What follows belongs to an exercise in optimizing a design on an open flow for small area, a short achievable clock period and few clock cycles per item; a production flow would make more cautious choices.
RTL that was checked went through simulation tests only; none was proved equivalent to the original.
The RTL of run 6 was laid out without a check of its function.
Power figures rest on the tool's default switching activity, not on a simulated workload.

**flow/design.v**
```verilog
module crc_xor2 (input wire a, input wire b, output wire y);
    assign y = a ^ b;
endmodule
module crc_engine (
    input  wire [7:0]  x,      
    output wire [63:0] t       
);
    wire p8;
    crc_xor2 g8 (.a(x[2]), .b(x[3]), .y(p8));
    wire p9;
    crc_xor2 g9 (.a(x[0]), .b(x[7]), .y(p9));
    wire p10;
    crc_xor2 g10 (.a(x[4]), .b(x[6]), .y(p10));
    wire p11;
    crc_xor2 g11 (.a(x[1]), .b(x[5]), .y(p11));
    wire p12;
    crc_xor2 g12 (.a(p8), .b(p9), .y(p12));
    wire p13;
    crc_xor2 g13 (.a(x[6]), .b(p11), .y(p13));
    wire p14;
    crc_xor2 g14 (.a(x[7]), .b(p8), .y(p14));
    wire p15;
    crc_xor2 g15 (.a(x[2]), .b(p9), .y(p15));
    wire p16;
    crc_xor2 g16 (.a(x[4]), .b(x[5]), .y(p16));
    wire p17;
    crc_xor2 g17 (.a(x[0]), .b(p8), .y(p17));
    wire p18;
    crc_xor2 g18 (.a(x[1]), .b(x[3]), .y(p18));
    wire p19;
    crc_xor2 g19 (.a(x[5]), .b(p10), .y(p19));
    wire p20;
    crc_xor2 g20 (.a(x[5]), .b(x[6]), .y(p20));
    wire p21;
    crc_xor2 g21 (.a(x[4]), .b(p9), .y(p21));
    wire p22;
    crc_xor2 g22 (.a(x[1]), .b(p10), .y(p22));
    wire p23;
    crc_xor2 g23 (.a(x[0]), .b(p16), .y(p23));
    wire p24;
    crc_xor2 g24 (.a(x[1]), .b(x[6]), .y(p24));
    wire p25;
    crc_xor2 g25 (.a(x[2]), .b(x[7]), .y(p25));
    wire p26;
    crc_xor2 g26 (.a(x[0]), .b(x[3]), .y(p26));
    wire p27;
    crc_xor2 g27 (.a(x[3]), .b(p9), .y(p27));
    wire p28;
    crc_xor2 g28 (.a(p10), .b(p11), .y(p28));
    wire q0;
    crc_xor2 r0 (.a(x[0]), .b(x[2]), .y(q0));
    crc_xor2 o0 (.a(q0), .b(p22), .y(t[0]));
    crc_xor2 o1 (.a(p11), .b(p12), .y(t[1]));
    assign t[2] = p26;
    wire q1;
    crc_xor2 r1 (.a(x[0]), .b(x[1]), .y(q1));
    crc_xor2 o3 (.a(x[4]), .b(q1), .y(t[3]));
    crc_xor2 o4 (.a(x[2]), .b(p11), .y(t[4]));
    crc_xor2 o5 (.a(x[6]), .b(p17), .y(t[5]));
    crc_xor2 o6 (.a(p18), .b(p21), .y(t[6]));
    assign t[7] = p20;
    crc_xor2 o8 (.a(x[6]), .b(p9), .y(t[8]));
    crc_xor2 o9 (.a(p10), .b(p15), .y(t[9]));
    crc_xor2 o10 (.a(p12), .b(p19), .y(t[10]));
    crc_xor2 o11 (.a(x[5]), .b(p12), .y(t[11]));
    assign t[12] = p17;
    crc_xor2 o13 (.a(x[4]), .b(p18), .y(t[13]));
    crc_xor2 o14 (.a(x[2]), .b(p23), .y(t[14]));
    crc_xor2 o15 (.a(x[3]), .b(p13), .y(t[15]));
    crc_xor2 o16 (.a(p10), .b(p15), .y(t[16]));
    crc_xor2 o17 (.a(p12), .b(p19), .y(t[17]));
    crc_xor2 o18 (.a(x[5]), .b(p12), .y(t[18]));
    assign t[19] = p8;
    crc_xor2 o20 (.a(x[3]), .b(x[4]), .y(t[20]));
    assign t[21] = p23;
    assign t[22] = p13;
    crc_xor2 o23 (.a(x[6]), .b(p15), .y(t[23]));
    crc_xor2 o24 (.a(p10), .b(p12), .y(t[24]));
    crc_xor2 o25 (.a(p20), .b(p12), .y(t[25]));
    assign t[26] = p14;
    crc_xor2 o27 (.a(p24), .b(p8), .y(t[27]));
    crc_xor2 o28 (.a(x[4]), .b(p14), .y(t[28]));
    crc_xor2 o29 (.a(p8), .b(p13), .y(t[29]));
    crc_xor2 o30 (.a(p10), .b(p14), .y(t[30]));
    crc_xor2 o31 (.a(p13), .b(p14), .y(t[31]));
    crc_xor2 o32 (.a(x[7]), .b(p18), .y(t[32]));
    crc_xor2 o33 (.a(x[0]), .b(p24), .y(t[33]));
    crc_xor2 o34 (.a(x[1]), .b(p15), .y(t[34]));
    crc_xor2 o35 (.a(p10), .b(p26), .y(t[35]));
    crc_xor2 o36 (.a(p11), .b(p21), .y(t[36]));
    assign t[37] = p23;
    assign t[38] = p13;
    crc_xor2 o39 (.a(x[6]), .b(p15), .y(t[39]));
    crc_xor2 o40 (.a(p10), .b(p14), .y(t[40]));
    crc_xor2 o41 (.a(p13), .b(p14), .y(t[41]));
    crc_xor2 o42 (.a(p18), .b(p9), .y(t[42]));
    crc_xor2 o43 (.a(x[0]), .b(x[6]), .y(t[43]));
    crc_xor2 o44 (.a(x[1]), .b(x[7]), .y(t[44]));
    assign t[45] = p22;
    crc_xor2 o46 (.a(x[5]), .b(p15), .y(t[46]));
    crc_xor2 o47 (.a(x[4]), .b(p8), .y(t[47]));
    crc_xor2 o48 (.a(x[3]), .b(p16), .y(t[48]));
    crc_xor2 o49 (.a(x[0]), .b(p19), .y(t[49]));
    crc_xor2 o50 (.a(p9), .b(p13), .y(t[50]));
    assign t[51] = p21;
    crc_xor2 o52 (.a(x[2]), .b(p19), .y(t[52]));
    crc_xor2 o53 (.a(p20), .b(p27), .y(t[53]));
    assign t[54] = p25;
    crc_xor2 o55 (.a(p8), .b(p22), .y(t[55]));
    crc_xor2 o56 (.a(p16), .b(p12), .y(t[56]));
    crc_xor2 o57 (.a(x[5]), .b(p17), .y(t[57]));
    crc_xor2 o58 (.a(p10), .b(p18), .y(t[58]));
    crc_xor2 o59 (.a(p16), .b(p25), .y(t[59]));
    wire q2;
    crc_xor2 r2 (.a(x[4]), .b(p11), .y(q2));
    crc_xor2 o60 (.a(p17), .b(q2), .y(t[60]));
    crc_xor2 o61 (.a(p17), .b(p28), .y(t[61]));
    crc_xor2 o62 (.a(p14), .b(p28), .y(t[62]));
    crc_xor2 o63 (.a(p11), .b(p27), .y(t[63]));
endmodule
module crc_core (
    input  wire        clk,
    input  wire        rst,
    input  wire        cmd_valid,
    output wire        cmd_ready,
    input  wire [31:0] cmd_word,
    output reg         resp_valid,
    input  wire        resp_ready,
    output wire [7:0]  resp_status,
    output reg  [63:0] resp_data
);
    localparam [7:0] OP_CRC_INIT       = 8'h01;
    localparam [7:0] OP_CRC_UPDATE     = 8'h02;
    localparam [7:0] OP_CRC_READ       = 8'h03;
    localparam [7:0] OP_CRC_TABLE_READ = 8'h04;
    wire [7:0]  op  = cmd_word[7:0];
    wire [7:0]  a   = cmd_word[15:8];
    wire [15:0] off = cmd_word[31:16];
    wire is_init   = (op == OP_CRC_INIT)       && (off == 16'd0) && (a == 8'd0);
    wire is_update = (op == OP_CRC_UPDATE)     && (off == 16'd0);
    wire is_read   = (op == OP_CRC_READ)       && (off == 16'd0) && (a == 8'd0);
    wire is_table  = (op == OP_CRC_TABLE_READ) && (off == 16'd0);
    wire [11:0] in_e = {is_update, is_init, is_read, is_table, a};
    reg        h_v, s_v;
    reg [11:0] h_e, s_e;
    assign cmd_ready = !s_v;
    wire take  = cmd_valid && !s_v;
    wire adv   = h_v && (!resp_valid || resp_ready);    
    wire h_free = adv || !h_v;
    always @(posedge clk) begin
        if (rst) begin
            h_v <= 1'b0;
            s_v <= 1'b0;
        end else begin
            if (h_free) begin
                h_v <= s_v || take;
                h_e <= s_v ? s_e : in_e;
                s_v <= 1'b0;
            end else if (take) begin
                s_v <= 1'b1;
                s_e <= in_e;
            end
        end
    end
    wire       e_upd  = h_e[11];
    wire       e_init = h_e[10];
    wire       e_read = h_e[9];
    wire       e_tbl  = h_e[8];
    wire [7:0] e_a    = h_e[7:0];
    reg  [63:0] crc_s;
    wire [63:0] t_val;
    crc_engine u_engine (
        .x (e_a ^ (crc_s[7:0] & {8{e_upd}})),
        .t (t_val)
    );
    always @(posedge clk) begin
        if (rst || (adv && e_init))
            crc_s <= 64'hFFFFFFFFFFFFFFFF;
        else if (adv && e_upd)
            crc_s <= (crc_s >> 8) ^ t_val;
    end
    reg st_ill;
    assign resp_status = {7'd0, st_ill};
    always @(posedge clk) begin
        if (rst) begin
            resp_valid <= 1'b0;
        end else if (adv) begin
            resp_valid <= 1'b1;
            st_ill     <= !(e_upd || e_init || e_read || e_tbl);
            resp_data  <= ({64{e_read}} & ~crc_s) | ({64{e_tbl}} & t_val);
        end else if (resp_ready) begin
            resp_valid <= 1'b0;
        end
    end
endmodule
```
**flow/flow/run.sh**
```bash
#!/bin/bash
set -euo pipefail
export BUFFER_PORTS_ARGS="-buffer_cell sky130_fd_sc_hd__buf_1"
export SETUP_SLACK_MARGIN=5.4
bash standard.sh > standard_make.log 2>&1
```
**flow/standard.sh**
```bash
#!/bin/bash
# synth_recipe.tcl (not shown) runs the flow's synth.tcl, then flattens the netlist and writes it again
# the make line also repeats each setting of config.mk as NAME=value (left out here)
make -C /OpenROAD-flow-scripts/flow DESIGN_CONFIG=/design/flow/config.mk WORK_HOME=/design/flow/orfs CLKGATE_MAP_FILE= SYNTH_SCRIPT=/design/flow/synth_recipe.tcl "${@:-finish}"
```
**flow/config.mk**
```make
export PLATFORM = sky130hd
export DESIGN_NAME = crc_core
export DESIGN_NICKNAME = crc_core
export VERILOG_FILES = /design/flow/design.v
export SDC_FILE = /design/flow/constraint.sdc
export NUM_CORES = 4
export LEC_CHECK = 0
export CAP_MARGIN = 20
export CORE_MARGIN = 2
export CORE_UTILIZATION = 55
export CTS_BUF_LIST = sky130_fd_sc_hd__clkbuf_4 sky130_fd_sc_hd__clkbuf_8
export SLEW_MARGIN = 20
export SYNTH_HIERARCHICAL = 1
export SYNTH_MINIMUM_KEEP_SIZE = 0
```
**flow/constraint.sdc**
```tcl
create_clock -name core_clock -period 8.0 [get_ports {clk}]
set_input_delay 1.6000 -clock core_clock [delete_from_list [all_inputs] [get_ports {clk}]]
set_output_delay 1.6000 -clock core_clock [all_outputs]
set_load 0.01 [all_outputs]
```
==> impl_metrics.csv, run 1 <==
group,metric,value,unit
detailed_routing,wl_per_cell,17.76,microns
global_routing,antenna_found_initial,0,
global_routing,track_usage,25.14,%
cells_and_area,fin_cells,975,
power_and_ir_drop,power_frac_comb,29.5,%
worst_setup_path,reg2reg_to,"crc_s[55]$_SDFFE_PP1P_",
placement,port-buffer-count,102,
outcome,outcome,"no timing/DRC/antenna violations",
die,fp.dieH,118.7,microns
detailed_routing,dr_total_vias,5357,
worst_setup_path,worstRegToRegCells,8,
worst_setup_path,arrival,1.04,ns
yosys,synth_cells,681,
clocking,clkTransAtPathRegs,0.08,ns
cells_and_area,final_core_util,70.31,%
yosys,ys.flop_type,"edfxtp_1",
detailed_routing,drt_first_pass_iters,5,
global_routing,grt_pass1_wl,27190,microns
yosys,synth.area.top_cells,"edfxtp_1 (37%), dfxtp_1 (19%), xor2_1 (9.2%)",
worst_setup_path,regToRegStartpoint,"h_e[11]$_DFFE_PP_",
cells_and_area,final_area,8945,sq um
yosys,synth-warning-count,7,
die,row_count,41,
placement,dpl.hpwl,11160,microns
sta,final-hold-violation-count,0,
min_path,min_to,"crc_s[61]$_SDFFE_PP1P_",
worst_setup_path,cp_slowest_stage_delay,0.42,ns
die,boundaryPins,110,
clocking,cts_buffers,17,
power_and_ir_drop,powerDensity,245.0,nW/um^2
yosys,ys_seq_elements,156,
worst_setup_path,startpoint_type,"flop",
power_and_ir_drop,p_leak,3.504,nW
yosys,synth_cell_types,31,
power_and_ir_drop,power_switching,697.4,uW
power_and_ir_drop,cell_internal_pwr,1.494,mW
global_routing,grt_pass1_vias,5052,
die,coreArea,12720,sq um
global_routing,overflow,0,
cells_and_area,antenna_cells,0,
detailed_routing,drcViolationCount,0,
detailed_routing,ant_nets,0,
detailed_routing,viasPerCell,5.494,
yosys,synth_area,7229,sq um
yosys,ys_seq_area_share,55.52,%
clocking,clkLatencyLatePin,0.46,ns
worst_setup_path,path_max_fanout,1,
yosys,synth_edf_count,89,
min_path,min_delay_path_depth,2,
yosys,netlist.area_leader.share,36.97,%
sta,final-setup-viol-count,0,
die,start_util,56.83,%
worst_setup_path,cp_cell_sequence,"clkbuf_2",
power_and_ir_drop,switching_share,31.82,%
placement,place_area,7845,sq um
sta,rsz0062_at_grt,"yes",
sta,finalCritPeriodShare,32.95,%
global_routing,grt_max_degree,121,
sta,clock-skew-final,0.01399,ns
worst_setup_path,required,6.40,ns
power_and_ir_drop,power.share.clock,28.6,%
sta,setup-tns-final,0,ns
yosys,ys_async_sr_fraction,0,%
clocking,clock_sinks,156,
cells_and_area,drive_gt1_share,20.30,%
clocking,clock_path_buffers,2,
cells_and_area,finalNetCount,826,
power_and_ir_drop,ir_drop,0.1441,mV
sta,slew_headroom,32.80,%
min_path,hold_class,"reg -> reg",
yosys,synth_commonest_cells,"nand2_1 (150), edfxtp_1 (89), xor2_1 (76), dfxtp_1 (67)",
cells_and_area,area_growth,23.73,%
sta,fmax,0.3793,GHz
worst_setup_path,worst_setup_path_end_kind,"primary output",
power_and_ir_drop,sequentialPowerShare,41.9,%
sta,tightest_slew,1.008,ns
sta,period_minus_slack,2.636,ns
worst_setup_path,crit_slowest_cell,"edfxtp_1",
clocking,cts_tree,"yes",
detailed_routing,dr.first_iter.drc_count,428,
die,die_w,118.7,microns
yosys,synth_largest_area_cell,"edfxtp_1",
clocking,cts_max_level,4,
flow_run,maxCapViolCount,0,
power_and_ir_drop,finalPower,2.192,mW
yosys,syn-mean-instance-area,10.62,sq um
worst_setup_path,path_class,"reg -> out",
cells_and_area,nFillCells,994,
worst_setup_path,critPathBufInv,1,
placement,place_inst,908,
detailed_routing,drt-total-wl,17310,microns
worst_setup_path,crit_family,"flip-flops",
clocking,root_buffer,"clkbuf_8",
die,dieArea,14080,sq um
placement,gp_congestion,0.7989,
worst_setup_path,reg2reg_slack,5.47,ns
sta,maxSlewViolCount,0,
yosys,yosysMostFrequentCell,"nand2_1",
min_path,hold_start,"crc_s[61]$_SDFFE_PP1P_",
through the flow:
step	worst slack [ns]	hold WS, ns
finish	5.364	0.5001
detailed placement	4.581	0.4917
CTS	5.341	0.5040
global placement	4.674	0.4856
floorplan	4.233	0.4698
global route	5.337	0.5238
cell usage in the layout (no fill, tap or decap), drive strengths merged, types with 2 or more instances in the layout:
master	n
xor2	76
nor4	6
inv	7
nand2	150
bufinv	3
clkinv	3
nor3b	2
dfxtp	67
edfxtp	89
a21oi	2
nand3	9
o211ai	56
o21ai	64
conb	7
nand4	2
buf	105
mux2	9
nand2b	2
nor2	9
o41ai	2
clkbuf	56
nor3	4
xnor2	64
clkinvlp	3
cells by family after synthesis:
kind of cell / Yosys count / synth area share [%]
and+or+nand+nor: 188 / 10.59
DFF: 156 / 55.52
xor gates and xnor gates: 140 / 16.96
AOI/OAI and AO/OA: 126 / 11.09
buffers and inverters: 61 / 4.379
muxes: 9 / 1.402
other: 1 / 0.05187
final cells by class:
cell class              instances  area, sq um  area share, %
multi-input cells             470         3458          38.66
repair buffers                142        818.3          9.148
clock inverters                13        161.4          1.804
inverters                       3        11.26         0.1259
well taps                     172        215.2          2.406
clock buffers                  19        261.5          2.923
flip-flops and latches        156         4019          44.93
power groups by stage:
stage               Combinational (mW)  Sequential, mW  Clock, mW
finish                           0.646           0.919      0.627
global route                     0.698           0.923      0.667
CTS                              0.599           0.919      0.635
detailed placement               0.530           0.937          0
global placement                 0.524           0.936          0
floorplan                        0.421           0.938          0
per-layer routing:
metal	up-vias	wire length [microns]	track usage, %
met1	2599	7438	34.04
li1	2528	-	-
met2	204	8437	38.83
met3	26	1049	6.178
met4	0	387	10.19
met5	-	0	0
modules after synthesis, one instance, submodules excluded:
module / area [sq um] / times used / cells inside
crc_core: 6474 / 1 / 593
crc_xor2: 8.758 / 76 / 1
crc_engine: 90.09 / 1 / 12
what timing repair did:
item	in CTS	in global routing
gates resized for setup	28	49
buffers inserted	25	10
setup endpoints to repair	139	119
hold buffers	0	0
pin swaps	12	9
worst max path at each step:
stage | startpoint | to | slack (ns) | cells past startpoint
2_1_floorplan | resp_ready | resp_data[0]$_DFFE_PP_ | 4.23 | 2
3_3_place_gp | resp_ready | crc_s[38]$_SDFFE_PP1P_ | 4.67 | 5
3_5_place_dp | resp_ready | crc_s[13]$_SDFFE_PP1P_ | 4.58 | 5
4_1_cts | resp_data[57]$_DFFE_PP_ | resp_data[57] | 5.34 | 1
5_1_grt | resp_data[57]$_DFFE_PP_ | resp_data[57] | 5.34 | 1
6_report | resp_data[57]$_DFFE_PP_ | resp_data[57] | 5.36 | 1
flip-flops by register name (all words and copies together) (netlist names):
name and cells:
crc_s 64, resp_data 64, h_e 12, s_e 12, h_v 1, resp_valid 1, s_v 1, st_ill 1
Testbench counts, summed over its fixed seeds: cycles 9,227, commands 9,211.
==> inputs of run 2 (changes only) <==
==> flow/flow/run.sh (replaced) <==
#!/bin/bash
set -euo pipefail
export BUFFER_PORTS_ARGS="-buffer_cell sky130_fd_sc_hd__buf_1"
bash standard.sh > standard_make.log 2>&1
--- a/flow/config.mk
+++ b/flow/config.mk
@@ -9,6 +9,7 @@
 export CORE_MARGIN = 2
 export CORE_UTILIZATION = 55
 export CTS_BUF_LIST = sky130_fd_sc_hd__clkbuf_4 sky130_fd_sc_hd__clkbuf_8
+export SETUP_SLACK_MARGIN = 5
 export SLEW_MARGIN = 20
 export SYNTH_HIERARCHICAL = 1
 export SYNTH_MINIMUM_KEEP_SIZE = 0
==> run 2 against run 1 <==
Against the previous run: sequential cell count stayed put; cell count is 2.9% lower; combinational power down 14%; synthesized cell count did not move; largest power group unchanged.
==> impl_metrics.csv, run 2 <==
group,metric,value,unit
clocking,cts_buffers,17,
yosys,synth_cells,681,
global_routing,grt_max_degree,121,
cells_and_area,area_growth,14.90,%
cells_and_area,final_common_cell,"nand2_1",
sta,maxSlewViolCount,0,
yosys,ys_seq_area_share,55.52,%
placement,gp_congestion,0.8290,
cells_and_area,reg.largest.list,"crc_s: 64 flops, resp_data: 64 flops",
placement,dpl.hpwl,10980,microns
yosys,yosysMostFrequentCell,"nand2_1",
sta,final-setup-viol-count,0,
detailed_routing,wl_per_cell,17.70,microns
power_and_ir_drop,p_leak,3.117,nW
yosys,synth_largest_area_cell,"edfxtp_1",
global_routing,grt_pass1_vias,4913,
clocking,cts_tree,"yes",
worst_setup_path,crit_cells,7,
die,start_util,56.83,%
detailed_routing,drcViolationCount,0,
yosys,syn-mean-instance-area,10.62,sq um
yosys,synth_cell_types,31,
detailed_routing,drt-total-wl,16760,microns
yosys,synth-warning-count,7,
worst_setup_path,required,8.30,ns
worst_setup_path,startpoint_type,"flop",
placement,port-buffer-count,102,
yosys,ys_seq_elements,156,
yosys,ys.flop_type,"edfxtp_1",
clocking,clkLatencyLatePin,0.46,ns
die,row_count,41,
yosys,ys_async_sr_fraction,0,%
yosys,synth_area,7229,sq um
detailed_routing,dr.first_iter.drc_count,478,
sta,setup-tns-final,0,ns
clocking,clock_path_buffers,2,
sta,finalCritPeriodShare,36.14,%
global_routing,antenna_found_initial,0,
cells_and_area,mostFrequentLayoutCells,"nand2_1 (150), buf_1 (102), edfxtp_1 (89)",
cells_and_area,drive_gt1_share,10.45,%
global_routing,overflow,0,
power_and_ir_drop,ir_drop,0.1348,mV
yosys,synth.area.top_cells,"edfxtp_1 (37%), dfxtp_1 (19%), xor2_1 (9.2%)",
worst_setup_path,path_common_cell,"xor2_4",
die,die_w,118.7,microns
power_and_ir_drop,powerDensity,242.1,nW/um^2
clocking,clkTransAtPathRegs,0.09,ns
worst_setup_path,worstRegToRegCells,7,
worst_setup_path,path_class,"reg -> reg",
die,boundaryPins,110,
sta,clock-skew-final,0.009560,ns
min_path,min_delay_path_depth,2,
sta,tightest_slew,1.036,ns
worst_setup_path,arrival,3.19,ns
worst_setup_path,critPathBufInv,0,
outcome,outcome,"no timing/DRC/antenna violations",
worst_setup_path,cp_slowest_stage_delay,0.52,ns
sta,slew_headroom,30.94,%
sta,final.setup.worst_slack,5.109,ns
detailed_routing,drt_first_pass_iters,7,
flow_run,maxCapViolCount,0,
placement,post-place-ws,4.198,ns
yosys,synth_commonest_cells,"nand2_1 (150), edfxtp_1 (89), xor2_1 (76), dfxtp_1 (67)",
detailed_routing,dr_total_vias,5143,
die,dieArea,14080,sq um
worst_setup_path,cp_cell_sequence,"nand2_1 -> xnor2_4 -> xor2_4 -> xor2_4 -> xor2_1 -> xnor2_1 -> o211ai_1",
global_routing,track_usage,24.56,%
clocking,cts_max_level,4,
worst_setup_path,crit_slowest_cell,"edfxtp_1",
sta,whs,0.5035,ns
worst_setup_path,worst_setup_path_end_kind,"flop",
cells_and_area,nFillCells,1049,
sta,final-hold-violation-count,0,
clocking,clock_sinks,156,
worst_setup_path,path_max_fanout,9,
clocking,root_buffer,"clkbuf_8",
global_routing,grt_pass1_wl,26480,microns
cells_and_area,antenna_cells,0,
yosys,netlist.area_leader.share,36.97,%
detailed_routing,viasPerCell,5.431,
cells_and_area,ff_latch_area,4018,sq um
sta,rsz0062_at_grt,"yes",
detailed_routing,ant_nets,0,
sta,period_minus_slack,2.891,ns
sta,fmax,0.3459,GHz
die,coreArea,12720,sq um
worst_setup_path,crit_family,"XOR/XNOR gates",
yosys,synth_edf_count,89,
cells_and_area,multi_input_area,3236,sq um
cells_and_area,finalNetCount,798,
min_path,hold_class,"reg -> reg",
die,fp.dieH,118.7,microns
[run 2: cell counts after synthesis]
No cell type changed its count.
[run 2: per-layer routing]
metal | global-route usage [%] | up-vias | share of wire (%) | wire length (microns)
met5 | 0 | - | 0 | 0
met4 | 8.557 | 0 | 2.0 | 329
met1 | 33.86 | 2472 | 46 | 7693
met3 | 5.212 | 27 | 5.2 | 864
li1 | - | 2476 | - | -
met2 | 38.51 | 168 | 47 | 7873
[run 2: timing repair]
| action | 4_1_cts | 5_1_grt |
|---|---|---|
| pin swaps | 1 | 2 |
| resized for setup | 20 | 5 |
| hold buffers | 0 | 0 |
| buffers inserted | 2 | 1 |
| setup endpoints to repair | 84 | 56 |
[run 2: path summary, 6_finish.rpt]
| kind | endpoint | slack, ns | start |
|---|---|---|---|
| max | crc_s[50]$_SDFFE_PP1P_ | 5.11 | h_e[11]$_DFFE_PP_ |
| min reg2reg | crc_s[61]$_SDFFE_PP1P_ | 0.50 | crc_s[61]$_SDFFE_PP1P_ |
| min | crc_s[61]$_SDFFE_PP1P_ | 0.50 | crc_s[61]$_SDFFE_PP1P_ |
| max reg2reg | crc_s[50]$_SDFFE_PP1P_ | 5.11 | h_e[11]$_DFFE_PP_ |
[run 2: power by group]
part	internal, mW	switching, mW	total [mW]	leakage (nW)
combinational	0.208	0.349	0.557	1.56
clock	0.248	0.289	0.537	0.180
sequential	0.895	0.0218	0.917	1.38
[run 2: cell type report]
cell class	count	area share, %
Clock buffer	19	2.997
Clock inverter	13	1.220
Inverter	3	0.1356
Multi-Input combinational cell	470	38.95
Sequential cell	156	48.37
Tap cell	172	2.591
Timing Repair Buffer	114	5.739
[run 2: metrics by stage]
step	std cells	cell area, sq um	utilization [%]	total power, mW
finish	947	8307	65.29	2.011
global route	947	8307	65.29	2.109
CTS	946	8252	64.86	2.009
detailed placement	912	7709	60.59	1.456
global placement	912	7701	60.53	1.449
floorplan	687	7313	-	1.346
[run 2: kinds of logic (layout without fill, tap and decap cells)]
| family | Yosys count | in the layout | synth area share [%] |
|---|---|---|---|
| AO/OA/AOI/OAI | 126 | 126 | 11.09 |
| XOR/XNOR | 140 | 140 | 16.96 |
| buffers and inverters | 61 | 149 | 4.379 |
| flip-flops | 156 | 156 | 55.52 |
| multiplexers | 9 | 9 | 1.402 |
| other | 1 | 7 | 0.05187 |
| AND/OR/NAND/NOR | 188 | 188 | 10.59 |
[run 2: per-module statistics from Yosys (local to each module, per instance)]
module	flip-flops and latches	copies in the design	area, sq um
crc_core	156	1	6474
crc_xor2	0	76	8.758
crc_engine	0	1	90.09
[run 2: tightest hold or removal path, cell delays in order, from the launching register on]
cell and delay [ns]:
dfxtp_1 0.34, nand2_1 0.06, nand3_1 0.06
==> inputs of run 3 (changes only) <==
==> flow/flow/run.sh (replaced) <==
#!/bin/bash
set -euo pipefail
export BUFFER_PORTS_ARGS="-buffer_cell sky130_fd_sc_hd__buf_1"
export SETUP_SLACK_MARGIN=5.3
bash standard.sh > standard_make.log 2>&1
--- a/flow/config.mk
+++ b/flow/config.mk
@@ -9,7 +9,7 @@
 export CORE_MARGIN = 2
 export CORE_UTILIZATION = 55
 export CTS_BUF_LIST = sky130_fd_sc_hd__clkbuf_4 sky130_fd_sc_hd__clkbuf_8
-export SETUP_SLACK_MARGIN = 5
+export PLACE_DENSITY = 0.75
 export SLEW_MARGIN = 20
 export SYNTH_HIERARCHICAL = 1
 export SYNTH_MINIMUM_KEEP_SIZE = 0
==> run 3 against run 2 <==
Against the previous run: still clean on timing, DRC and antenna; cell area increased by 5.5%; via count increased by 5.5%; synthesized cell count unchanged; first-iteration DRC count increased by 27%; register-to-register slack improved by 0.30 ns; critical path depth decreased by 6; critical path type is now reg -> out; largest power group unchanged.
==> impl_metrics.csv, run 3 <==
group,metric,value,unit
outcome,outcome,"no timing/DRC/antenna violations",
yosys,synth_top_family_by_area,"XOR/XNOR gates",
placement,dpl.hpwl,10720,microns
power_and_ir_drop,powerDensity,250.5,nW/um^2
yosys,synth_compound_area_share,11.09,%
detailed_routing,wl_per_cell,17.70,microns
worst_setup_path,cp_slowest_stage_delay,0.44,ns
power_and_ir_drop,p_leak,3.323,nW
sta,clock-skew-final,0.01326,ns
cells_and_area,mostFrequentLayoutCells,"nand2_1 (150), buf_1 (101), edfxtp_1 (89)",
global_routing,overflow,0,
worst_setup_path,crit_start,"st_ill$_DFFE_PP_",
placement,gp_congestion,0.8470,
worst_setup_path,regToRegStartpoint,"h_e[11]$_DFFE_PP_",
yosys,synth_edf_count,89,
cells_and_area,reg.largest.list,"crc_s: 64 flops, resp_data: 64 flops",
yosys,ys.flop_type,"edfxtp_1",
cells_and_area,final_area,8761,sq um
global_routing,grt_max_degree,121,
die,die_w,118.7,microns
die,start_util,56.83,%
worst_setup_path,startpoint_type,"flop",
yosys,synth_commonest_cells,"nand2_1 (150), edfxtp_1 (89), xor2_1 (76), dfxtp_1 (67)",
worst_setup_path,crit_slowest_cell,"edfxtp_1",
yosys,ys_seq_area_share,55.52,%
detailed_routing,drt_first_pass_iters,5,
yosys,yosys.area_share.adder,0,%
cells_and_area,final_common_cell,"nand2_1",
sta,tightest_slew,0.7051,ns
global_routing,grt_use_met1,31.94,%
detailed_routing,drcViolationCount,0,
worst_setup_path,worst_setup_path_end_kind,"primary output",
cells_and_area,final_core_util,68.86,%
clocking,cts_buffers,17,
yosys,synthMuxAreaShare,1.402,%
sta,final-setup-viol-count,0,
worst_setup_path,path_class,"reg -> out",
clocking,cts_max_level,4,
detailed_routing,drt-total-wl,17150,microns
yosys,synth_cells,681,
detailed_routing,viasPerCell,5.601,
power_and_ir_drop,ir_drop,0.1238,mV
sta,setup-tns-final,0,ns
die,boundaryPins,110,
die,dieArea,14080,sq um
detailed_routing,dr_total_vias,5427,
worst_setup_path,required,6.40,ns
yosys,syn-mean-instance-area,10.62,sq um
sta,final-hold-violation-count,0,
global_routing,grt.met3_usage,5.695,%
clocking,cts_tree,"yes",
die,row_count,41,
cells_and_area,antenna_cells,0,
sta,rsz0062_at_grt,"no",
global_routing,grt_pass1_vias,5232,
global_routing,busiest_layer,"met2",
global_routing,use_met2,41.06,%
worst_setup_path,arrival,1.05,ns
worst_setup_path,critPathBufInv,1,
min_path,hold_start,"crc_s[62]$_SDFFE_PP1P_",
yosys,ys_async_sr_fraction,0,%
sta,fmax,0.3770,GHz
yosys,ys_seq_elements,156,
detailed_routing,dr.first_iter.drc_count,609,
cells_and_area,finalNetCount,821,
yosys,synth_largest_area_cell,"edfxtp_1",
global_routing,antenna_found_initial,0,
worst_setup_path,cp_cell_sequence,"buf_1",
yosys,synth_area,7229,sq um
clocking,clock_path_buffers,2,
cells_and_area,drive_gt1_share,14.05,%
die,fp.dieH,118.7,microns
yosys,netlist.area_leader.share,36.97,%
sta,finalCritPeriodShare,33.16,%
clocking,clkTransAtPathRegs,0.08,ns
yosys,synth.area.top_cells,"edfxtp_1 (37%), dfxtp_1 (19%), xor2_1 (9.2%)",
sta,maxSlewViolCount,0,
clocking,postCtsHoldBufs,0,
yosys,synth_simple_gate_area_share,10.59,%
clocking,clkLatencyLatePin,0.46,ns
sta,period_minus_slack,2.653,ns
min_path,hold_class,"reg -> reg",
placement,place_area,7792,sq um
flow_run,maxCapViolCount,0,
cells_and_area,area_growth,21.18,%
worst_setup_path,path_max_fanout,1,
global_routing,grt_pass1_wl,27290,microns
yosys,synth_cell_types,31,
worst_setup_path,crit_family,"flip-flops",
sta,slew_headroom,53.00,%
clocking,root_buffer,"clkbuf_8",
die,coreArea,12720,sq um
clocking,clock_sinks,156,
yosys,synth-warning-count,7,
yosys,yosysMostFrequentCell,"nand2_1",
global_routing,track_usage,25.10,%
detailed_routing,ant_nets,0,
yosys,synth_xor_area_share,16.96,%
placement,port-buffer-count,102,
run 3: cell counts after synthesis:
Identical to the previous run, type by type.
run 3: what timing repair did:
item / in CTS / in global routing
pin swaps: 8 / 3
gates cloned: 0 / 0
buffers inserted: 19 / 10
endpoints found under the setup margin: 111 / 101
resized for setup: 25 / 7
run 3: layout make-up:
type / instances / area (sq um)
fillers: 936 / 3961
inverters: 3 / 11.26
repair buffers: 137 / 699.4
multi-input cells: 470 / 3366
well taps: 172 / 215.2
flip-flops and latches: 156 / 4018
clock buffers: 19 / 255.2
clock inverters: 12 / 196.4
run 3: through the flow:
stage / hold slack [ns] / std cells / total power [mW] / setup slack (ns)
global placement: 0.4827 / 909 / 1.451 / 4.682
CTS: 0.5051 / 959 / 2.171 / 5.321
finish: 0.5015 / 969 / 2.194 / 5.347
global route: 0.5388 / 969 / 2.287 / 5.296
detailed placement: 0.4943 / 909 / 1.457 / 4.613
floorplan: 0.4698 / 687 / 1.352 / 4.233
run 3: worst paths after layout:
kind                       endpoint  slack, ns  cells past startpoint
max                  resp_status[0]       5.35                      1
min          crc_s[62]$_SDFFE_PP1P_       0.50                      2
max reg2reg  crc_s[10]$_SDFFE_PP1P_       5.41                      9
min reg2reg  crc_s[62]$_SDFFE_PP1P_       0.50                      2
run 3: modules after synthesis (local to each module, per instance):
module,flip-flops and latches,cells inside
crc_engine,0,12
crc_xor2,0,1
crc_core,156,593
run 3: cell families (layout without fill, tap and decap cells):
logic type	count (synthesis)	count (layout)
DFF	156	156
other	1	7
xor gates and xnor gates	140	140
AOI/OAI and AO/OA	126	126
muxes	9	9
and+or+nand+nor	188	188
buffers and inverters	61	171
run 3: metal layers:
layer	routed length (microns)	vias up
met5	0	-
met4	538	0
met3	1205	43
met2	8437	270
met1	6967	2595
li1	-	2519
run 3: power breakdown:
| group | internal (mW) | leakage (nW) | total, mW | switching [mW] |
|---|---|---|---|---|
| registers | 0.895 | 1.38 | 0.919 | 0.0240 |
| logic | 0.244 | 1.72 | 0.610 | 0.366 |
| clock network | 0.380 | 0.221 | 0.665 | 0.286 |
==> inputs of run 4 (changes only) <==
--- a/flow/config.mk
+++ b/flow/config.mk
@@ -9,7 +9,6 @@
 export CORE_MARGIN = 2
 export CORE_UTILIZATION = 55
 export CTS_BUF_LIST = sky130_fd_sc_hd__clkbuf_4 sky130_fd_sc_hd__clkbuf_8
-export PLACE_DENSITY = 0.75
 export SLEW_MARGIN = 20
 export SYNTH_HIERARCHICAL = 1
 export SYNTH_MINIMUM_KEEP_SIZE = 0
==> run 4 against run 3 <==
Against the previous run: die area unchanged; critical path depth unchanged; non-clock buffer count up 6; global-route usage up 0.68 points; still clean on timing, DRC and antenna; cell count up 0.72%; clock skew down 0.0037 ns; cell area up 0.47%; via count down 1.7%; worst setup slack better by 0.010 ns.
==> impl_metrics.csv, run 4 <==
group,metric,value,unit
detailed_routing,wl_per_cell,18.34,microns
global_routing,grt_use_met1,35.07,%
placement,gp_congestion,0.8803,
worst_setup_path,crit_slowest_cell,"edfxtp_1",
cells_and_area,finalNetCount,827,
worst_setup_path,cp_slowest_stage_delay,0.43,ns
yosys,yosysMostFrequentCell,"nand2_1",
clocking,cts_max_level,4,
die,die_w,118.7,microns
cells_and_area,reg.largest.list,"crc_s: 64 flops, resp_data: 64 flops",
power_and_ir_drop,p_leak,3.342,nW
yosys,ys_async_sr_fraction,0,%
global_routing,overflow,0,
worst_setup_path,worst_setup_path_end_kind,"primary output",
flow_run,maxCapViolCount,0,
cells_and_area,area_growth,21.75,%
power_and_ir_drop,finalPower,2.134,mW
global_routing,busiest_layer,"met2",
clocking,clkLatencyLatePin,0.45,ns
worst_setup_path,arrival,1.04,ns
yosys,synth_largest_area_cell,"edfxtp_1",
sta,final-hold-violation-count,0,
sta,rsz0062_at_grt,"no",
cells_and_area,final_common_cell,"nand2_1",
sta,setup-tns-final,0,ns
worst_setup_path,critPathBufInv,1,
sta,maxSlewViolCount,0,
worst_setup_path,path_class,"reg -> out",
yosys,synth_commonest_cells,"nand2_1 (150), edfxtp_1 (89), xor2_1 (76), dfxtp_1 (67)",
die,boundaryPins,110,
sta,fmax,0.3784,GHz
sta,period_minus_slack,2.642,ns
placement,dpl.hpwl,11260,microns
global_routing,use_met2,40.05,%
detailed_routing,dr_total_vias,5336,
die,fp.dieH,118.7,microns
yosys,synth_area,7229,sq um
worst_setup_path,worstRegToRegCells,9,
cells_and_area,drive_gt1_share,14.93,%
detailed_routing,viasPerCell,5.467,
detailed_routing,drt_first_pass_iters,5,
cells_and_area,mostFrequentLayoutCells,"nand2_1 (150), buf_1 (102), edfxtp_1 (89)",
worst_setup_path,startpoint_type,"flop",
die,row_count,41,
worst_setup_path,crit_family,"flip-flops",
cells_and_area,nFillCells,1004,
die,start_util,56.83,%
detailed_routing,drt-total-wl,17900,microns
sta,final-setup-viol-count,0,
clocking,clkTransAtPathRegs,0.08,ns
clocking,clock_path_buffers,2,
yosys,synth-warning-count,7,
sta,tightest_slew,1.024,ns
clocking,cts_tree,"yes",
die,coreArea,12720,sq um
global_routing,grt.met3_usage,6.467,%
yosys,syn-mean-instance-area,10.62,sq um
clocking,root_buffer,"clkbuf_8",
yosys,ys_seq_area_share,55.52,%
yosys,synth.area.top_cells,"edfxtp_1 (37%), dfxtp_1 (19%), xor2_1 (9.2%)",
worst_setup_path,path_max_fanout,1,
clocking,clock_sinks,156,
min_path,hold_class,"reg -> reg",
worst_setup_path,cp_cell_sequence,"buf_1",
detailed_routing,ant_nets,0,
yosys,ys.flop_type,"edfxtp_1",
yosys,synth_cells,681,
sta,clock-skew-final,0.009613,ns
clocking,cts_buffers,17,
yosys,netlist.area_leader.share,36.97,%
placement,port-buffer-count,102,
sta,slew_headroom,31.63,%
min_path,min_delay_path_depth,2,
power_and_ir_drop,powerDensity,242.5,nW/um^2
detailed_routing,drcViolationCount,0,
yosys,synth_cell_types,31,
detailed_routing,dr.first_iter.drc_count,559,
cells_and_area,antenna_cells,0,
global_routing,antenna_found_initial,0,
yosys,ys_seq_elements,156,
outcome,outcome,"no timing/DRC/antenna violations",
sta,finalCritPeriodShare,33.03,%
global_routing,grt_pass1_vias,5114,
power_and_ir_drop,ir_drop,0.1342,mV
global_routing,grt_pass1_wl,27720,microns
worst_setup_path,required,6.40,ns
worst_setup_path,crit_cells,1,
global_routing,grt_max_degree,121,
global_routing,track_usage,25.78,%
die,dieArea,14080,sq um
yosys,synth_edf_count,89,
## run 4: where the power goes
part / internal (mW) / total, mW / switching (mW) / leakage (nW)
sequential: 0.895 / 0.920 / 0.0249 / 1.38
clock: 0.308 / 0.585 / 0.277 / 0.199
combinational: 0.255 / 0.629 / 0.374 / 1.77
total: 1.46 / 2.13 / 0.675 / 3.34
## run 4: worst paths after layout
path	start	end	slack, ns
min	crc_s[60]$_SDFFE_PP1P_	crc_s[60]$_SDFFE_PP1P_	0.50
max reg2reg	h_e[11]$_DFFE_PP_	crc_s[5]$_SDFFE_PP1P_	5.38
min reg2reg	crc_s[60]$_SDFFE_PP1P_	crc_s[60]$_SDFFE_PP1P_	0.50
max	resp_data[60]$_DFFE_PP_	resp_data[60]	5.36
## run 4: worst register-to-register path, delay by kind of cell (launching register included)
family	cells	cell delay (ns)
AO/OA/AOI/OAI	1	0.10
XOR/XNOR	5	1.45
buffers and inverters	2	0.33
flip-flops	1	0.48
AND/OR/NAND/NOR	1	0.13
## run 4: repair_timing
| action | CTS | global route |
|---|---|---|
| resized for setup | 28 | 8 |
| hold buffers | 0 | 0 |
| pin swaps | 4 | 5 |
| setup buffers | 15 | 21 |
| endpoints found under the setup margin | 114 | 160 |
## run 4: modules after synthesis (local to each module, per instance)
module      copies in the design  flops+latches  cells inside  cell area, sq um
crc_engine                     1              0            12             90.09
crc_xor2                      76              0             1             8.758
crc_core                       1            156           593              6474
## run 4: cells by family after synthesis
family                 Yosys count  synth area share [%]
AO/OA/AOI/OAI                  126                 11.09
XOR/XNOR                       140                 16.96
buffers and inverters           61                 4.379
flip-flops                     156                 55.52
multiplexers                     9                 1.402
other                            1               0.05187
AND/OR/NAND/NOR                188                 10.59
## run 4: cell type report
class | instances | area (sq um) | area share, %
Multi-Input combinational cell | 470 | 3411 | 38.75
Clock inverter | 8 | 92.59 | 1.052
Tap cell | 172 | 215.2 | 2.445
Inverter | 3 | 11.26 | 0.1279
Clock buffer | 24 | 299.0 | 3.397
Timing Repair Buffer | 143 | 755.7 | 8.586
Sequential cell | 156 | 4018 | 45.64
## run 4: stage by stage
step / instances / setup slack [ns] / hold slack [ns] / utilization [%] / cell area (sq um)
after floorplan: 687 / 4.233 / 0.4698 / - / 7433
after global placement: 908 / 4.445 / 0.4829 / 61.19 / 7785
after detailed placement: 908 / 4.456 / 0.4927 / 61.19 / 7785
after CTS: 955 / 5.302 / 0.5045 / 67.29 / 8561
after global routing: 976 / 5.271 / 0.5269 / 69.19 / 8802
final: 976 / 5.358 / 0.5019 / 69.19 / 8802
## run 4: per-layer routing
metal | vias up | part of all wire (%)
met5 | - | 0
met4 | 0 | 1.8
met3 | 19 | 6.3
met2 | 219 | 49
met1 | 2561 | 43
li1 | 2537 | -
==> inputs of run 5 (changes only) <==
--- a/flow/config.mk
+++ b/flow/config.mk
@@ -8,7 +8,9 @@
 export CAP_MARGIN = 20
 export CORE_MARGIN = 2
 export CORE_UTILIZATION = 55
-export CTS_BUF_LIST = sky130_fd_sc_hd__clkbuf_4 sky130_fd_sc_hd__clkbuf_8
+export CTS_BUF_LIST = sky130_fd_sc_hd__clkbuf_8 sky130_fd_sc_hd__clkbuf_16
+export CTS_CLUSTER_DIAMETER = 60
+export CTS_CLUSTER_SIZE = 30
 export SLEW_MARGIN = 20
 export SYNTH_HIERARCHICAL = 1
 export SYNTH_MINIMUM_KEEP_SIZE = 0
==> run 5 against run 4 <==
Against the previous run: first-iteration DRC count is 5.2% higher; via count rose by 1.3%; global-route usage rose by 0.13 points; total power up 9.8%; still clean on timing, DRC and antenna; register-to-register slack is essentially flat; utilization rose by 2.0 points; critical path depth rose by 7; clock skew shrank 0.0039 ns; routed wire length increased by 0.92%.
==> impl_metrics.csv, run 5 <==
group,metric,value,unit
yosys,synth_top_family_by_area,"XOR/XNOR gates",
detailed_routing,drt_first_pass_iters,5,
yosys,synth_commonest_cells,"nand2_1 (150), edfxtp_1 (89), xor2_1 (76), dfxtp_1 (67)",
worst_setup_path,path_max_fanout,8,
sta,tightest_slew,1.037,ns
detailed_routing,ant_nets,0,
worst_setup_path,arrival,2.89,ns
clocking,clock_path_buffers,2,
yosys,ys.flop_type,"edfxtp_1",
yosys,netlist.area_leader.share,36.97,%
worst_setup_path,regToRegStartpoint,"h_e[11]$_DFFE_PP_",
cells_and_area,antenna_cells,0,
sta,final-setup-viol-count,0,
yosys,synth_edf_count,89,
yosys,synth_compound_area_share,11.09,%
clocking,clkLatencyLatePin,0.42,ns
power_and_ir_drop,p_leak,3.475,nW
cells_and_area,nFillCells,963,
yosys,synth_cells,681,
cells_and_area,finalNetCount,834,
worst_setup_path,worstRegToRegCells,8,
flow_run,maxCapViolCount,0,
cells_and_area,drive_gt1_share,15.29,%
outcome,outcome,"no timing/DRC/antenna violations",
global_routing,track_usage,25.91,%
placement,dpl.hpwl,11260,microns
sta,maxSlewViolCount,0,
die,boundaryPins,110,
detailed_routing,wl_per_cell,18.37,microns
die,coreArea,12720,sq um
sta,period_minus_slack,2.629,ns
clocking,cts_max_level,4,
worst_setup_path,startpoint_type,"flop",
sta,slew_headroom,30.89,%
detailed_routing,viasPerCell,5.497,
detailed_routing,dr_total_vias,5404,
sta,final-hold-violation-count,0,
yosys,ys_async_sr_fraction,0,%
global_routing,grt_pass1_vias,5169,
die,fp.dieH,118.7,microns
clocking,cts_tree,"yes",
yosys,ys_seq_area_share,55.52,%
worst_setup_path,reg2reg_to,"crc_s[15]$_SDFFE_PP1P_",
clocking,cts_buffers,17,
yosys,synth.area.top_cells,"edfxtp_1 (37%), dfxtp_1 (19%), xor2_1 (9.2%)",
yosys,ys_seq_elements,156,
yosys,synthMuxAreaShare,1.402,%
die,die_w,118.7,microns
worst_setup_path,worst_setup_path_end_kind,"flop",
die,row_count,41,
die,start_util,56.83,%
cells_and_area,area_growth,25.30,%
detailed_routing,drcViolationCount,0,
yosys,synth_area,7229,sq um
yosys,syn-mean-instance-area,10.62,sq um
cells_and_area,final_core_util,71.20,%
yosys,synth_largest_area_cell,"edfxtp_1",
worst_setup_path,required,8.26,ns
power_and_ir_drop,powerDensity,258.6,nW/um^2
worst_setup_path,crit_path_end,"crc_s[15]$_SDFFE_PP1P_",
yosys,synth_cell_types,31,
detailed_routing,dr.first_iter.drc_count,588,
clocking,root_buffer,"clkbuf_16",
global_routing,grt_pass1_wl,27920,microns
worst_setup_path,crit_start,"h_e[11]$_DFFE_PP_",
yosys,synth_simple_gate_area_share,10.59,%
global_routing,overflow,0,
sta,setup-tns-final,0,ns
die,dieArea,14080,sq um
placement,gp_congestion,0.8803,
sta,rsz0062_at_grt,"no",
sta,fmax,0.3803,GHz
yosys,synth_xor_area_share,16.96,%
sta,finalCritPeriodShare,32.87,%
global_routing,grt_max_degree,121,
yosys,yosys.area_share.adder,0,%
yosys,yosysMostFrequentCell,"nand2_1",
power_and_ir_drop,ir_drop,0.1753,mV
clocking,clock_sinks,156,
cells_and_area,mostFrequentLayoutCells,"nand2_1 (150), buf_1 (102), edfxtp_1 (89)",
sta,clock-skew-final,0.005664,ns
worst_setup_path,path_class,"reg -> reg",
detailed_routing,drt-total-wl,18060,microns
placement,port-buffer-count,102,
worst_setup_path,reg2reg_slack,5.37,ns
yosys,synth-warning-count,7,
global_routing,antenna_found_initial,0,
cells_and_area,final_common_cell,"nand2_1",
min_path,hold_class,"reg -> reg",
clocking,clkTransAtPathRegs,0.06,ns
cells_and_area,reg.largest.list,"crc_s: 64 flops, resp_data: 64 flops",
==> run 5: cell counts after synthesis <==
No cell type changed its count.
==> run 5: where the power goes <==
| group | switching (mW) | internal [mW] |
|---|---|---|
| Sequential | 0.0251 | 0.897 |
| Combinational | 0.380 | 0.271 |
| Clock | 0.304 | 0.466 |
| Total | 0.709 | 1.63 |
==> run 5: per-stage QoR <==
stage               std cells  setup slack, ns  hold slack (ns)  power (mW)  area, sq um
global placement          908            4.445           0.4829       1.462         7785
detailed placement        908            4.456           0.4927       1.465         7785
global route              983            5.238           0.5236       2.440         9059
floorplan                 687            4.233           0.4698       1.352         7433
CTS                       956            5.312           0.5013       2.290         8778
finish                    983            5.371           0.4957       2.343         9059
==> run 5: area by class of cell <==
class                           instances  area (sq um)  area share [%]
Inverter                                3         11.26          0.1243
Clock buffer                           19         452.9           5.000
Clock inverter                         13         111.4           1.229
Timing Repair Buffer                  150         825.8           9.116
Sequential cell                       156          4018           44.35
Tap cell                              172         215.2           2.376
Multi-Input combinational cell        470          3425           37.80
==> run 5: logic make-up (layout without fill, tap and decap cells) <==
group           after synthesis  count (layout)
compound gates              126             126
flops                       156             156
xor+xnor                    140             140
buf+inv                      61             185
other cells                   1               7
mux                           9               9
simple gates                188             188
==> run 5: layer usage <==
layer  vias up  part of all wire [%]  global-route usage (%)
met5         -                     0                       0
met4         0                   2.4                   9.821
met3        33                   6.3                   6.902
met2       230                    48                   40.27
met1      2593                    44                   34.84
li1       2548                     -                       -
==> run 5: critical path: stages (launching register included) <==
cell and delay, ns:
edfxtp_1 0.49, nand2_1 0.19, xnor2_4 0.32, xor2_4 0.39, xor2_4 0.26, buf_4 0.24
xor2_1 0.31, xnor2_1 0.16, o211ai_1 0.10
==> run 5: Yosys stat by module, one instance, submodules excluded <==
| module | times used | cells inside | flip-flops and latches | area, sq um |
|---|---|---|---|---|
| crc_engine | 1 | 12 | 0 | 90.09 |
| crc_core | 1 | 593 | 156 | 6474 |
| crc_xor2 | 76 | 1 | 0 | 8.758 |
==> run 5: repair_timing <==
action	CTS	global route
resized for setup	31	7
endpoints found under the hold margin	0	0
setup buffers	16	27
endpoints found under the setup margin	116	116
hold buffers	0	0
pin swaps	6	8
==> run 5: worst min path at each step <==
stage	start	end	slack, ns	depth (start not counted)
after global placement	crc_s[62]$_SDFFE_PP1P_	crc_s[62]$_SDFFE_PP1P_	0.48	2
after floorplan	crc_s[0]$_SDFFE_PP1P_	crc_s[0]$_SDFFE_PP1P_	0.47	2
final	crc_s[60]$_SDFFE_PP1P_	crc_s[60]$_SDFFE_PP1P_	0.50	2
after global routing	crc_s[61]$_SDFFE_PP1P_	crc_s[61]$_SDFFE_PP1P_	0.52	2
after CTS	crc_s[60]$_SDFFE_PP1P_	crc_s[60]$_SDFFE_PP1P_	0.50	2
after detailed placement	crc_s[60]$_SDFFE_PP1P_	crc_s[60]$_SDFFE_PP1P_	0.49	2
==> inputs of run 6 (changes only) <==
--- a/flow/design.v
+++ b/flow/design.v
@@ -136,41 +136,41 @@
     wire [7:0]  op  = cmd_word[7:0];
     wire [7:0]  a   = cmd_word[15:8];
     wire [15:0] off = cmd_word[31:16];
-    wire is_init   = (op == OP_CRC_INIT)       && (off == 16'd0) && (a == 8'd0);
-    wire is_update = (op == OP_CRC_UPDATE)     && (off == 16'd0);
-    wire is_read   = (op == OP_CRC_READ)       && (off == 16'd0) && (a == 8'd0);
-    wire is_table  = (op == OP_CRC_TABLE_READ) && (off == 16'd0);
-    wire [11:0] in_e = {is_update, is_init, is_read, is_table, a};
+    wire [13:0] in_e = {op == OP_CRC_INIT, op == OP_CRC_UPDATE,
+                        op == OP_CRC_READ, op == OP_CRC_TABLE_READ,
+                        a == 8'd0, off == 16'd0, a};
     reg        h_v, s_v;
-    reg [11:0] h_e, s_e;
+    reg [13:0] h_e, s_e;
     assign cmd_ready = !s_v;
-    wire take  = cmd_valid && !s_v;
-    wire adv   = h_v && (!resp_valid || resp_ready);    
+    wire take   = cmd_valid && !s_v;
+    wire adv    = h_v && (!resp_valid || resp_ready);    
     wire h_free = adv || !h_v;
     always @(posedge clk) begin
         if (rst) begin
             h_v <= 1'b0;
             s_v <= 1'b0;
-        end else begin
-            if (h_free) begin
-                h_v <= s_v || take;
-                h_e <= s_v ? s_e : in_e;
-                s_v <= 1'b0;
-            end else if (take) begin
-                s_v <= 1'b1;
-                s_e <= in_e;
-            end
+        end else if (h_free) begin
+            h_v <= s_v || take;
+            s_v <= 1'b0;
+        end else if (take) begin
+            s_v <= 1'b1;
         end
     end
-    wire       e_upd  = h_e[11];
-    wire       e_init = h_e[10];
-    wire       e_read = h_e[9];
-    wire       e_tbl  = h_e[8];
+    always @(posedge clk) begin
+        if (h_free)
+            h_e <= s_v ? s_e : in_e;
+        if (!s_v)
+            s_e <= in_e;
+    end
+    wire       e_upd  = h_e[12] && h_e[8];
+    wire       e_init = h_e[13] && h_e[9] && h_e[8];
+    wire       e_read = h_e[11] && h_e[9] && h_e[8];
+    wire       e_tbl  = h_e[10] && h_e[8];
     wire [7:0] e_a    = h_e[7:0];
     reg  [63:0] crc_s;
     wire [63:0] t_val;
     crc_engine u_engine (
-        .x (e_a ^ (crc_s[7:0] & {8{e_upd}})),
+        .x (e_a ^ (crc_s[7:0] & {8{h_e[12]}})),
         .t (t_val)
     );
     always @(posedge clk) begin
==> flow/flow/run.sh (replaced) <==
#!/bin/bash
set -euo pipefail
export BUFFER_PORTS_ARGS="-buffer_cell sky130_fd_sc_hd__buf_1"
bash standard.sh > standard_make.log 2>&1
--- a/flow/config.mk
+++ b/flow/config.mk
@@ -8,9 +8,8 @@
 export CAP_MARGIN = 20
 export CORE_MARGIN = 2
 export CORE_UTILIZATION = 55
-export CTS_BUF_LIST = sky130_fd_sc_hd__clkbuf_8 sky130_fd_sc_hd__clkbuf_16
-export CTS_CLUSTER_DIAMETER = 60
-export CTS_CLUSTER_SIZE = 30
+export CTS_BUF_LIST = sky130_fd_sc_hd__clkbuf_4 sky130_fd_sc_hd__clkbuf_8
+export SETUP_SLACK_MARGIN = 5
 export SLEW_MARGIN = 20
 export SYNTH_HIERARCHICAL = 1
 export SYNTH_MINIMUM_KEEP_SIZE = 0
==> run 6 against run 5 <==
Against the previous run: still clean on timing, DRC and antenna; via count grew 7.1%; routed wire length grew 7.3%; worst hold slack lost 0.038 ns; maximum frequency shrank 8.1%; combinational power shrank 42%; count of clock-buffer cells in the layout grew 2; sequential share of layout area grew 1.1 points; synthesized cell count grew 2.8%; cell area shrank 3.0%; worst setup slack lost 0.23 ns; clock power shrank 11%.
==> impl_metrics.csv, run 6 <==
group,metric,value,unit
outcome,outcome,"no timing/DRC/antenna violations",
yosys,ys_seq_elements,160,
yosys,synth_top_family_by_area,"compound AO/OA/AOI/OAI gates",
yosys,ys_async_sr_fraction,0,%
die,boundaryPins,110,
worst_setup_path,required,8.10,ns
yosys,synth.area.top_cells,"edfxtp_1 (31%), dfxtp_1 (21%), xor2_1 (8.6%)",
power_and_ir_drop,finalPower,1.946,mW
yosys,synth_cell_types,35,
yosys,synth_simple_gate_area_share,6.369,%
cells_and_area,nFillCells,1173,
detailed_routing,drt_first_pass_iters,5,
power_and_ir_drop,powerDensity,221.5,nW/um^2
yosys,yosys.area_share.adder,0,%
sta,finalCritPeriodShare,35.75,%
cells_and_area,final_area,8786,sq um
detailed_routing,met2_length,9043,microns
power_and_ir_drop,ir_drop,0.1524,mV
yosys,synth_edf_count,79,
global_routing,grt_pass1_vias,5494,
worst_setup_path,cp_cell_sequence,"buf_1 -> and2b_2 -> buf_4 -> nand2_2",
clocking,clock_path_buffers,2,
detailed_routing,drt-total-wl,19380,microns
sta,final-hold-violation-count,0,
cells_and_area,multi_input_area,3523,sq um
cells_and_area,finalNetCount,808,
clocking,root_buffer,"clkbuf_8",
global_routing,grt_pass1_wl,30390,microns
yosys,synth_commonest_cells,"dfxtp_1 (81), edfxtp_1 (79), nand2_1 (77), xor2_1 (76), o21ai_0 (72)",
yosys,yosysMostFrequentCell,"dfxtp_1",
sta,final-setup-viol-count,0,
detailed_routing,route.met3.wl,1180,microns
die,die_w,122.3,microns
placement,port-buffer-count,102,
die,start_util,55.91,%
clocking,postCtsHoldBufs,0,
cells_and_area,mostFrequentLayoutCells,"buf_1 (102), dfxtp_1 (80), edfxtp_1 (79)",
global_routing,track_usage,26.64,%
sta,tightest_slew,0.8140,ns
yosys,synth_largest_area_cell,"edfxtp_1",
clocking,clock_sinks,160,
cells_and_area,drive_gt1_share,11.08,%
clocking,clkTransAtPathRegs,0.08,ns
worst_setup_path,arrival,2.96,ns
detailed_routing,viasPerCell,6.000,
placement,post-place-ws,3.459,ns
die,row_count,43,
clocking,cts_max_level,4,
sta,fmax,0.3496,GHz
yosys,synth_xor_area_share,15.92,%
detailed_routing,drt-met1-wl,8729,microns
cells_and_area,final_common_cell,"buf_1",
detailed_routing,dr.first_iter.drc_count,642,
power_and_ir_drop,p_leak,2.791,nW
sta,final.setup.worst_slack,5.140,ns
yosys,netlist.area_leader.share,30.80,%
placement,place_area,7996,sq um
yosys,synth_cells,700,
min_path,hold_class,"reg -> reg",
cells_and_area,reg.largest.list,"crc_s: 64 flops, resp_data: 64 flops",
sta,slew_headroom,45.73,%
sta,maxSlewViolCount,0,
detailed_routing,highest_layer,"met4",
global_routing,antenna_found_initial,0,
die,dieArea,14960,sq um
flow_run,maxCapViolCount,0,
clocking,cts_tree,"yes",
cells_and_area,antenna_cells,0,
cells_and_area,ff_latch_area,3998,sq um
worst_setup_path,worst_setup_path_end_kind,"flop",
yosys,ys_seq_area_share,51.86,%
die,fp.dieH,122.3,microns
global_routing,grt_max_degree,121,
worst_setup_path,startpoint_type,"input pin",
global_routing,overflow,0,
yosys,synth-warning-count,7,
cells_and_area,area_growth,14.09,%
detailed_routing,ant_nets,0,
detailed_routing,dr_total_vias,5790,
clocking,clkLatencyLatePin,0.45,ns
yosys,synth_area,7701,sq um
sta,setup-tns-final,0,ns
sta,clock-skew-final,0.01272,ns
yosys,ys.flop_type,"dfxtp_1",
sta,whs,0.4572,ns
yosys,syn-mean-instance-area,11.00,sq um
yosys,synth_compound_area_share,18.39,%
worst_setup_path,crit_slowest_cell,"buf_4",
placement,gp_congestion,0.8352,
sta,period_minus_slack,2.860,ns
worst_setup_path,path_max_fanout,65,
worst_setup_path,cp_slowest_stage_delay,0.63,ns
clocking,cts_buffers,17,
detailed_routing,wl_per_cell,20.09,microns
sta,rsz0062_at_grt,"yes",
detailed_routing,drcViolationCount,0,
worst_setup_path,path_class,"in -> reg",
die,coreArea,13770,sq um
yosys,synthMuxAreaShare,1.170,%
placement,dpl.hpwl,11730,microns
-- run 6: cell types whose count changed after synthesis, sizes merged, moves of 4 or more --
| cell | change |
|---|---|
| edfxtp | -10 |
| o211ai | -56 |
| dfxtp | +14 |
| o311ai | +56 |
| a32o | +4 |
| nor4 | +8 |
| nand3 | -7 |
| buf | +36 |
| o31ai | +56 |
| nand2 | -72 |
| o21ai | +8 |
| a31oi | +8 |
| clkbuf | -16 |
| nor2 | -5 |
-- run 6: layout make-up --
cell class	instances	share of cell area, %
Sequential cell	160	45.50
Multi-Input combinational cell	465	40.10
Timing Repair Buffer	124	6.394
Clock buffer	21	3.147
Tap cell	180	2.563
Clock inverter	11	2.122
Inverter	4	0.1709
-- run 6: what timing repair did --
item	4_1_cts	5_1_grt
endpoints found under the setup margin	163	86
resized for setup	25	3
cloned	1	0
pin swaps	2	4
setup buffers	4	6
-- run 6: cells by family after synthesis --
logic type             after synthesis
multiplexers                         8
AO/OA/AOI/OAI                      202
buffers and inverters               82
XOR/XNOR                           140
other                                1
flip-flops                         160
AND/OR/NAND/NOR                    107
-- run 6: through the flow --
stage	utilization, %	std cells
6_report	63.79	965
5_1_grt	63.79	965
4_1_cts	63.23	959
3_5_place_dp	58.06	922
3_3_place_gp	58.06	922
2_1_floorplan	-	706
-- run 6: routing by layer --
metal | vias to the layer above | track usage, %
met4 | 0 | 9.483
met5 | - | 0
met3 | 32 | 5.530
met2 | 224 | 39.83
met1 | 2830 | 38.42
li1 | 2704 | -
-- run 6: path summary, 6_finish.rpt --
path                startpoint                endpoint  slack (ns)  cells after the start
max                 resp_ready        h_e[1]$_DFFE_PP_        5.14                      4
min             s_e[9]$_DFF_P_          s_e[9]$_DFF_P_        0.46                      2
max reg2reg  h_e[12]$_DFFE_PP_  crc_s[36]$_SDFFE_PP1P_        5.19                      8
min reg2reg     s_e[9]$_DFF_P_          s_e[9]$_DFF_P_        0.46                      2
-- run 6: per-module statistics from Yosys, one instance, submodules excluded --
module | area [sq um] | copies in the design | cells
crc_engine | 90.09 | 1 | 12
crc_core | 6945 | 1 | 612
crc_xor2 | 8.758 | 76 | 1
-- run 6: report_power, final --
group | total, mW | switching (mW) | internal (mW) | leakage [nW]
registers | 0.881 | 0.00833 | 0.872 | 1.35
logic | 0.376 | 0.236 | 0.140 | 1.21
clock network | 0.689 | 0.296 | 0.393 | 0.226
-- run 6: critical path, delay by kind of cell --
kind,cells,cell delay (ns)
buffers and inverters,2,0.72
and+or+nand+nor,2,0.63

static timing again, ports no longer ideal:
Ports are ideal in the flow. The routed layouts listed here were re-timed in OpenROAD. Step 1, drivers: a clkbuf_16 drives clk and a buf_2 each remaining input, both assumed. Step 2, shift: input delay + t, output delay - t, t = (earliest + latest rising clock arrival at the registers) / 2. This alone moves slack from input paths to output paths. Three values: ideal, step 1, step 2; two values: the first two.
run | t (ns) | slack for setup (ns) | worst hold slack (ns)
run 1 | 0.493 | 5.364 / 5.327 / 4.973 | 0.500 / 0.500 / 0.500
run 2 | 0.496 | 5.109 / 5.109 / 4.694 | 0.504 / 0.504 / 0.504
run 3 | 0.491 | 5.347 / 5.309 / 4.913 | 0.502 / 0.502 / 0.502
run 4 | 0.482 | 5.358 / 5.318 / 4.916 | 0.502 / 0.502 / 0.502
run 5 | 0.462 | 5.371 / 5.352 / 4.942 | 0.496 / 0.496 / 0.496
run 6 | 0.480 | 5.140 / 5.150 / 4.670 | 0.457 / 0.457 / 0.457
After both steps setup and hold are still met in every run listed. The setup slack of run 6, which loses most, moves by +0.010 ns with the drivers and by -0.470 ns with both steps.
